What follows belongs to an exercise in optimizing a design on an open flow for small area, a short achievable clock period and few clock cycles per item; a production flow would make more cautious choices. Only simulation tests tie the RTL to the original design; equivalence was not proved. Power and IR drop assume default switching activity.

==> flow/design.v <==
module dtg_wpe (
    input  wire        clk,
    input  wire        rst,           
    input  wire        start,
    input  wire        op,
    input  wire [31:0] freq_hz,
    input  wire [31:0] duty_raw,      
    input  wire [31:0] dt_raw,        
    input  wire [11:0] div16_in,
    input  wire [15:0] top_in,
    output wire        ready,
    output reg         done,
    output reg         err,
    output reg  [11:0] div16,
    output reg  [15:0] top,
    output wire [31:0] cc,
    output wire [15:0] eff_ticks,
    output wire [31:0] achieved_dt_ns,
    output wire [31:0] achieved_freq
);
    localparam [31:0] K0 = 32'd2000000000;    
    localparam [13:0] K1 = 14'd15258;         
    reg        busy;
    reg aSET, aDIV, aD1, aD2, aC, aWM, aDONE;
    reg phQ, phC;            
    reg  [4:0] koff;         
    reg d16;                 
    reg topv;                
    reg dv;                  
    reg [27:0] ra;           
    reg [27:0] ya;           
    reg [29:0] y3;           
    reg [25:0] qa;           
    reg  [4:0] cnta;         
    reg  [1:0] kb;           
    reg mWTOP, mD2, mA, mWT, mE2, mE3, mADT, mDONE;
    reg mB;                  
    reg needd2;
    reg [20:0] acc;          
    reg  [2:0] cntm;
    reg [16:0] duty_q;       
    reg  [5:0] mbd;          
    reg tWD, tSAT, tDIV, tDONE;
    reg [12:0] rt;           
    reg [15:0] nq;           
    reg  [4:0] cntt;
    reg        sat;
    reg [15:0] a_r;
    reg [15:0] b_r;
    reg [26:0] adt;
    wire [25:0] qinc = qa + 26'd1;
    wire [16:0] qdec = qa[16:0] - 17'd1;
    assign ready          = ~busy;
    assign cc             = {b_r, a_r};
    assign eff_ticks      = nq;
    assign achieved_dt_ns = {5'd0, adt};
    assign achieved_freq  = {7'd0, qinc[25:1]};    
    wire        f_err   = (freq_hz < 32'd4) | (freq_hz > 32'd41666666);
    wire        f_big   = (freq_hz > 32'd953);
    wire        d16_in  = (div16_in == 12'd16);
    wire [16:0] duty_c  = duty_raw[31]               ? 17'd0 :
                          (duty_raw > 32'h0001_0000) ? 17'h1_0000 :
                                                       duty_raw[16:0];
    wire [27:0] dt_c    = dt_raw[31]          ? 28'd0 :
                          (|dt_raw[30:27])    ? 28'h800_0000 :
                                                {1'b0, dt_raw[26:0]};
    function [4:0] msb28(input [27:0] v);
        integer i;
        begin
            msb28 = 5'd0;
            for (i = 0; i < 28; i = i + 1)
                if (v[i]) msb28 = i[4:0];
        end
    endfunction
    function kbit(input [4:0] idx);
        begin
            kbit = (idx != 5'd31) & K0[idx];
        end
    endfunction
    wire [4:0]  ym      = msb28(ya);
    wire [4:0]  ridx    = 5'd31 - ym + {4'd0, ~(ym[0] ^ koff[0])};
    wire [4:0]  k_init  = ridx - 5'd2;
    wire [31:0] r_init  = K0 >> ridx;
    wire [1:0]  kb_init = {kbit(ridx - 5'd1), kbit(k_init)};
    wire [1:0]  kb_next = {kbit(cnta - 5'd1), kbit(cnta - 5'd2)};
    wire        alast   = (cnta == koff);
    wire [29:0] sh      = {ra, kb};
    wire [29:0] ax = ({30{aDIV}} & sh) |
                     ({30{aSET}} & {ya, 2'b00}) |
                     ({30{aD1}}  & {2'b0, ra}) |
                     ({30{aD2}}  & {16'd0, K1});
    wire [30:0] az  = {1'b0, ax} - {3'b0, ya};
    wire [30:0] az2 = {1'b0, sh} - {2'b0, ya, 1'b0};
    wire [30:0] az3 = {1'b0, sh} - {1'b0, y3};
    wire        ge1 = ~az[30];
    wire        ge2 = ~az2[30];
    wire        ge3 = ~az3[30];
    wire [27:0] rnext = ge3 ? az3[27:0] : ge2 ? az2[27:0] : ge1 ? az[27:0] : sh[27:0];
    wire [1:0]  qd    = {ge2, ge3 | (ge1 & ~ge2)};
    function [4:0] dwin(input [11:0] d, input [2:0] j);
        reg [16:0] dx;
        begin
            dx   = {4'd0, d, 1'b0};
            dwin = dx >> {j[1:0], 2'b00};
        end
    endfunction
    wire [4:0]  nwin = ~busy ? (d16_in ? 5'b00001 : {div16_in[3:0], 1'b0}) :
                       mA    ? duty_q[7:3] :
                       ((mD2 & ~d16 & (cntm != 3'd3)) | mADT) ? dwin(div16, cntm1) :
                       (mE3 | (mWTOP & needd2)) ? {div16[3:0], 1'b0} :
                                                  {duty_q[3:0], 1'b0};
    wire [5:0]  nbd  = {nwin[4] & ~(nwin[3] & nwin[2]),
                        (nwin[4:2] == 3'b011) | (nwin[4:2] == 3'b100),
                        nwin[3] ^ nwin[2],
                        nwin[2] & ~(nwin[1] & nwin[0]),
                        (nwin[2:0] == 3'b011) | (nwin[2:0] == 3'b100),
                        nwin[1] ^ nwin[0]};
    wire        bneg1 = mbd[5];
    wire        btwo1 = mbd[4];
    wire        bone1 = mbd[3];
    wire        bneg0 = mbd[2];
    wire        btwo0 = mbd[1];
    wire        bone0 = mbd[0];
    wire [15:0] mx    = mADT ? nq : top;
    wire [18:0] bmag0 = ({19{btwo0}} & {2'b0, mx, 1'b0}) | ({19{bone0}} & {3'b0, mx});
    wire [18:0] bmag1 = ({19{btwo1}} & {2'b0, mx, 1'b0}) | ({19{bone1}} & {3'b0, mx});
    wire [18:0] pp0   = bmag0 ^ {19{bneg0}};               
    wire [18:0] pp1   = bmag1 ^ {19{bneg1}};
    wire [20:0] mo1 = ({21{mB}}  & acc) |
                      ({21{mWT}} & {5'b0, a_r}) |
                      ({21{mE3}} & {5'b0, b_r});
    wire [20:0] mo2 = ({21{mB}}  & {{2{pp0[18]}}, pp0}) |
                      ({21{mWT}} & {5'b0, nq}) |
                      ({21{mE3}} & ~{5'b0, a_r});
    wire [20:0] mo3 = {21{mB}} & {pp1, bneg1, bneg1};
    wire [20:0] cs_s = mo1 ^ mo2 ^ mo3;
    wire [20:0] cs_c = (mo1 & mo2) | (mo1 & mo3) | (mo2 & mo3);
    wire        mc0  = (mB & bneg0) | mE3;
    wire        mcin = (mB & bneg1) | (mWT & (|rt));
    wire [21:0] msum1 = {cs_s, 1'b1} + {cs_c[19:0], mc0, mcin};
    wire [20:0] msum = msum1[21:1];
    wire [20:0] mshr = {{4{msum[20]}}, msum[20:4]};
    wire        s_lt = acc[16:0] < {1'b0, top};
    wire [2:0]  cntm1 = cntm + 3'd1;
    wire [12:0] tsh  = tSAT ? rt : {rt[11:0], nq[15]};
    wire [13:0] tz   = {1'b0, tsh} - {2'b0, div16};
    wire        tge  = ~tz[13];
    wire        t8   = (rt == 13'd0) & ({4'd0, nq[15:8]} < div16);
    wire a_fin = (aDIV & alast & ~phQ & ~phC) | aDONE;
    wire m_fin = mDONE | (mADT & (cntm == 3'd3)) | (mE3 & d16);
    wire fin   = a_fin & m_fin;
    always @(posedge clk) begin
        done <= 1'b0;
        mbd  <= nbd;
        ra   <= rnext;
        cnta <= cnta - 5'd2;
        kb   <= kb_next;
        acc  <= mshr;
        cntm <= cntm1;
        cntt <= cntt - 5'd1;
        if (!busy) begin
            err    <= ~op & f_err;
            topv   <= 1'b0;
            dv     <= 1'b0;
            sat    <= 1'b0;
            duty_q <= duty_c;
            rt     <= dt_c[27:15];
            nq     <= {dt_c[14:0], 1'b0};
            cntm   <= 3'd0;
            ya     <= {2'b0, freq_hz[25:0]};
            div16  <= op ? div16_in : 12'd16;
            top    <= top_in;
            acc    <= d16_in ? 21'd1 : {9'd0, div16_in};
            d16    <= op ? d16_in : f_big;
            needd2 <= op | ~f_big;
            koff   <= (op ? d16_in : f_big) ? 5'd4 : op ? 5'd0 : 5'd17;
            phQ    <= ~op & ~f_big;
            phC    <= ~op & f_big;
            if (start) begin
                busy <= 1'b1;
                if (op) begin
                    mD2   <= 1'b1;
                    mB    <= 1'b1;
                    aWM   <= 1'b1;
                    tSAT  <= 1'b1;
                end else if (f_err) begin
                    aDONE <= 1'b1;
                    mDONE <= 1'b1;
                    tDONE <= 1'b1;
                end else if (f_big) begin
                    aSET  <= 1'b1;
                    mWTOP <= 1'b1;
                    tSAT  <= 1'b1;
                end else begin
                    aSET  <= 1'b1;
                    mWTOP <= 1'b1;
                    tWD   <= 1'b1;
                end
            end
        end else begin
            if (aSET) begin
                ra   <= r_init[27:0];
                y3   <= az[29:0];
                cnta <= k_init;
                kb   <= kb_init;
                qa   <= 26'd0;
                aSET <= 1'b0;
                aDIV <= 1'b1;
            end
            if (aDIV) begin
                qa   <= {qa[23:0], qd};
                if (alast) begin
                    aDIV  <= 1'b0;
                    aD1   <= phQ;
                    aC    <= phC;
                    aDONE <= ~phQ & ~phC;
                end
            end
            if (aD1) begin
                div16 <= qinc[11:0];
                dv    <= 1'b1;
                ya    <= az[27:0];
                aD1   <= 1'b0;
                aD2   <= 1'b1;
            end
            if (aD2) begin
                ya   <= az[27:0];
                koff <= 5'd0;
                phQ  <= 1'b0;
                phC  <= 1'b1;
                aD2  <= 1'b0;
                aSET <= 1'b1;
            end
            if (aC) begin
                qa   <= {1'b0, qinc[25:1]};
                top  <= qdec[16:1];
                topv <= 1'b1;
                phC  <= 1'b0;
                aC   <= 1'b0;
                if (d16) begin
                    ya   <= {11'd0, qinc[17:1]};
                    aSET <= 1'b1;
                end else begin
                    aWM  <= 1'b1;
                end
            end
            if (mWTOP && topv) begin
                cntm  <= 3'd0;
                mWTOP <= 1'b0;
                if (needd2) begin
                    acc  <= {9'd0, div16};
                    mD2  <= 1'b1;
                    mB   <= 1'b1;
                end else begin
                    acc  <= 21'd0;
                    mA   <= 1'b1;
                    mB   <= 1'b1;
                end
            end
            if (mD2) begin
                ya[15:0] <= {msum[3:0], ya[15:4]};
                if (d16 || cntm == 3'd3) begin
                    if (d16) ya <= {11'd0, msum[16:0]};
                    else     ya[27:16] <= mshr[11:0];
                    aWM  <= 1'b0;
                    aSET <= 1'b1;
                    acc  <= 21'd0;
                    cntm <= 3'd0;
                    mD2  <= 1'b0;
                    mA   <= 1'b1;
                end
            end
            if (mA) begin
                duty_q <= {4'd0, duty_q[16:4]};
                if (cntm == 3'd4) begin
                    a_r <= msum[15:0];
                    mA  <= 1'b0;
                    mB  <= 1'b0;
                    mWT <= 1'b1;
                end
            end
            if (mWT && tDONE) begin
                mWT <= 1'b0;
                if (sat) begin
                    b_r <= top;
                    mE3 <= 1'b1;
                end else begin
                    acc <= msum;
                    mE2 <= 1'b1;
                end
            end
            if (mE2) begin
                b_r <= s_lt ? acc[15:0] : top;
                mE2 <= 1'b0;
                mE3 <= 1'b1;
            end
            if (mE3) begin
                nq    <= msum[15:0];
                adt   <= {8'd0, msum[15:0], 3'd0};
                acc   <= 21'd1;
                cntm  <= 3'd0;
                mE3   <= 1'b0;
                mADT  <= ~d16;
                mB    <= ~d16;
                mDONE <= d16;
            end
            if (mADT) begin
                adt[14:0] <= {msum[3:0], adt[14:4]};
                if (cntm == 3'd3) begin
                    adt[26:15] <= mshr[11:0];
                    mADT  <= 1'b0;
                    mB    <= 1'b0;
                    mDONE <= 1'b1;
                end
            end
            if (tWD && dv) begin
                tWD  <= 1'b0;
                tSAT <= 1'b1;
            end
            if (tSAT) begin
                tSAT <= 1'b0;
                if (tge) begin
                    sat   <= 1'b1;
                    tDONE <= 1'b1;
                end else if (t8) begin
                    rt   <= {5'd0, nq[15:8]};
                    nq   <= {nq[7:0], 8'd0};
                    cntt <= 5'd8;
                    tDIV <= 1'b1;
                end else begin
                    cntt <= 5'd16;
                    tDIV <= 1'b1;
                end
            end
            if (tDIV) begin
                rt   <= tge ? tz[12:0] : tsh;
                nq   <= {nq[14:0], tge};
                if (cntt == 5'd1) begin
                    tDIV  <= 1'b0;
                    tDONE <= 1'b1;
                end
            end
            if (fin) begin
                done <= 1'b1;
                busy <= 1'b0;
                {aSET, aDIV, aD1, aD2, aC, aWM, aDONE} <= 7'd0;
                {mWTOP, mD2, mA, mWT, mE2, mE3, mADT, mDONE, mB} <= 9'd0;
                {tWD, tSAT, tDIV, tDONE} <= 4'd0;
            end
        end
        if (rst) begin
            busy <= 1'b0;
            done <= 1'b0;
            {aSET, aDIV, aD1, aD2, aC, aWM, aDONE} <= 7'd0;
            {mWTOP, mD2, mA, mWT, mE2, mE3, mADT, mDONE, mB} <= 9'd0;
            {tWD, tSAT, tDIV, tDONE} <= 4'd0;
        end
    end
endmodule
==> flow/flow/run.sh <==
#!/bin/bash
set -euo pipefail
cd "$(dirname "$0")/.."
export SETUP_SLACK_MARGIN=5.5
export BUFFER_PORTS_ARGS="-buffer_cell sky130_fd_sc_hd__buf_1"
bash standard.sh > standard.log 2>&1
==> flow/standard.sh <==
#!/bin/bash
# synth_recipe.tcl (not shown) runs the flow's synth.tcl, then flattens the netlist and writes it again
# the make line also repeats each setting of config.mk as NAME=value (left out here)
make -C /OpenROAD-flow-scripts/flow DESIGN_CONFIG=/design/flow/config.mk WORK_HOME=/design/flow/orfs CLKGATE_MAP_FILE= SYNTH_SCRIPT=/design/flow/synth_recipe.tcl "${@:-finish}"
==> flow/config.mk <==
export PLATFORM = sky130hd
export DESIGN_NAME = dtg_wpe
export DESIGN_NICKNAME = dtg_wpe
export VERILOG_FILES = /design/flow/design.v
export SDC_FILE = /design/flow/constraint.sdc
export NUM_CORES = 4
export LEC_CHECK = 0
export CAP_MARGIN = 20
export CORE_MARGIN = 2
export CORE_UTILIZATION = 55
export PLACE_DENSITY = 0.7
export SLEW_MARGIN = 20
==> flow/constraint.sdc <==
create_clock -name core_clock -period 10.0 [get_ports {clk}]
set_input_delay 2.0000 -clock core_clock [delete_from_list [all_inputs] [get_ports {clk}]]
set_output_delay 2.0000 -clock core_clock [all_outputs]
set_load 0.01 [all_outputs]
==> summary.txt <==
timing repair:
action | 4_1_cts | 5_1_grt
setup endpoints to repair | 119 | 99
hold buffers | 0 | 0
setup buffers | 43 | 23
pin swaps | 25 | 77
resized for setup | 93 | 133
flip-flops by register name, summed over array words and instances (netlist names), 5 cells and up:
register and count:
adt 27, acc 21, ra 28, b_r 16, div16 12, duty_q 17, rt 13, a_r 16
top 16, y3 30, cntt 5, nq 16, cnta 5, qa 26, mbd 6, ya 28
per-layer routing:
layer  part of all wire  routed length [um]  vias to the layer above
met1               0.37               39000                    12700
li1                   -                   -                    11700
met3               0.11               11500                      431
met5            0.00017                  18                        -
met4              0.072                7530                        4
met2               0.44               46500                     1861
power groups by stage:
stage                     Combinational, uW  Sequential, uW  Clock (uW)
after floorplan                        2370            1750           0
after global placement                 3220            1890           0
after detailed placement               3280            1890           0
after CTS                              3390            1870        1500
after global routing                   3860            1890        1550
final                                  3600            1890        1500
cells by family after synthesis:
family | Yosys count | synth area share
other | 1 | 0.000146
buffers and inverters | 415 | 0.0634
XOR/XNOR | 181 | 0.0615
AO/OA/AOI/OAI | 992 | 0.262
adder cells (fa/ha/maj) | 188 | 0.0986
AND/OR/NAND/NOR | 838 | 0.154
flip-flops | 318 | 0.317
multiplexers | 105 | 0.0430
cell type report:
type	instances	area share
multi-input combinational	2316	0.563
sequential	318	0.275
timing repair buffer	372	0.0638
antenna	3	0.000251
tap	607	0.0254
clock inverter	24	0.00899
inverter	224	0.0283
clock buffer	50	0.0354
cell usage in the layout (no fill, tap or decap), types with 30 or more instances in the layout:
cell and count:
a21oi_1 240, a22o_1 61, inv_1 211, nor3_1 55, nand2b_1 36, a31oi_1 33, nand2_1 229, ha_1 154
a21o_1 42, nor4_1 31, a211oi_1 30, nor2b_1 30, o21ai_0 166, nand3_1 54, xor2_1 50, mux2i_1 57
buf_4 98, buf_1 254, o211ai_1 50, a22oi_1 62, nor2_1 237, xnor2_1 113, a222oi_1 48, dfxtp_1 115
clkbuf_16 40, mux2_2 45, edfxtp_1 181
per-stage QoR:
step / instances / power, uW / util
after global routing: 3911 / 7300 / 0.645
after CTS: 3887 / 6760 / 0.630
after global placement: 3770 / 5110 / 0.585
final: 3914 / 6990 / 0.646
after floorplan: 3049 / 4130 / -
after detailed placement: 3770 / 5170 / 0.586
worst max-delay path: stages (launching register included):
cell,delay (ns)
edfxtp_1,0.37
nand4_1,0.25
nor2_4,0.24
and3_4,0.23
nor2b_4,0.17
nor2b_4,0.20
nand2_2,0.09
xnor2_2,0.23
buf_2,0.18
final timing paths:
kind,from,endpoint,cells past startpoint,slack [ns]
worst max-delay path,qa[3]$_DFFE_PP_,achieved_freq[19],8,5.45
worst min-delay path,cntt[0]$_DFF_P_,cntt[0]$_DFF_P_,1,0.49
worst max register to register,ya[2]$_DFF_P_,kb[1]$_DFF_P_,19,5.48
worst min register to register,cntt[0]$_DFF_P_,cntt[0]$_DFF_P_,1,0.49
==> qor.yml <==
clock_power_share: 0.214
cts_root_buf: "clkbuf_16"
antenna_left: 0
dieHeight_um: 220
htreeDepth: 2
grt.total_usage: 0.410
power_density_mw_per_mm2: 233
synth_top_area_frac: 0.211
synth_largest_area_cell: "edfxtp_1"
synthTopCellsByArea: "edfxtp_1 21%, dfxtp_1 11%, ha_1 7.9%, a21oi_1 4.9%, xnor2_1 4.4%"
peakVddDrop_mv: 0.208
initial_core_util: 0.556
max-slew-margin-rel: 0.254
cp.arrival_ns: 2.55
maxCapViolCount: 0
syn_to_final_growth_pct: 16.2
hpwl_um: 76400
grt_max_degree: 97
use_met1: 0.520
first_iter_violations: 3941
vias_per_cell: 6.83
fin_hold_ws_ns: 0.485
clk_latency_ns: 0.60
first_pass_iters: 13
switching_share: 0.447
met2_usage: 0.644
grt_most_used_layer: "met2"
yosys-top-cells-count: "252 x a21oi_1, 247 x nor2_1, 240 x nand2_1"
synth_area_per_cell_sq_um: 8.48
multi_input_area_sq_mm: 0.0169
grt_pass1_vias: 24200
vias: 26700
fill_cells: 4045
min_period_ns: 4.55
ys_seq_area_frac: 0.317
cts.sinks: 318
die-area_sq_mm: 0.0486
yosysWarnings: 1
portBuffers: 258
hold_class: "reg -> reg"
grt_pass1_wl_um: 150000
yosys_most_used_dff: "edfxtp_1"
rows: 79
tightest_slew_ns: 1.12
io_pins: 271
layout-drive-gt1-share: 0.124
end_kind: "output port"
fin_skew_ns: 0.0487
cts_tree: "done"
place_area_sq_mm: 0.0271
start_kind: "flip-flop"
finalMaxSlewViolations: 0
place.gp.congestion: 1.06
dp_slack_ns: 4.47
tns_ns: 0
nNetsFinal: 3588
syn_inst: 3038
pwr-share-seq: 0.270
async_flop_share: 0
fmax_mhz: 220
overflow: 0
synth.distinct_cells: 92
ys_ff_latch: 318
antenna_found_initial: 3
path_max_fanout: 4
finalCritPeriodShare: 0.455
drc: 0
internal-power_uw: 3870
path_class: "reg -> out"
totalWireLength_um: 105000
cp.required_ns: 8.00
setup_violations: 0
wl_per_cell_um: 26.7
setup_ws_ns: 5.45
clk_path_buf_depth: 3
combPwrFrac: 0.515
synth-edff-count: 181
core_sq_mm: 0.0464
path_clk_slew_ns: 0.06
hold_violations: 0
p_leak_uw: 0.0120
syn-cell-area_sq_mm: 0.0258
outcome: "timing/DRC/antenna clean"
grt_use_met3: 0.0833
final_cell_area_sq_mm: 0.0299
cts_buffers: 40
rsz0062_at_grt: "yes"
p_sw_uw: 3120
regArea_sq_mm: 0.00822
die_x_um: 220
synth_most_common_cell: "a21oi_1"
Testbench counts, summed over its fixed seeds: cycles 51,944, items 2,400.

==> static timing again, ports no longer ideal <==
No port has a modelled driver above. Below, the same layout with a new extraction and two added sets of constraints.
Step 1 assumes that a clkbuf_16 drives the clock port and a buf_2 every other input.
Step 2 also shifts input and output timing later by t, the mid clock arrival at the registers, as if the neighbouring blocks saw the same clock.
Three values: ideal ports, drivers, drivers and shift; two values: the first two.
shift t [ns]: 0.637
setup WS [ns]: 5.453 / 5.392 / 5.023
latest minus earliest clock arrival (ns): 0.048 / 0.049
After both steps setup and hold are still met in this run. For this run, drivers alone change the setup slack by -0.061 ns; drivers and shift together by -0.430 ns.
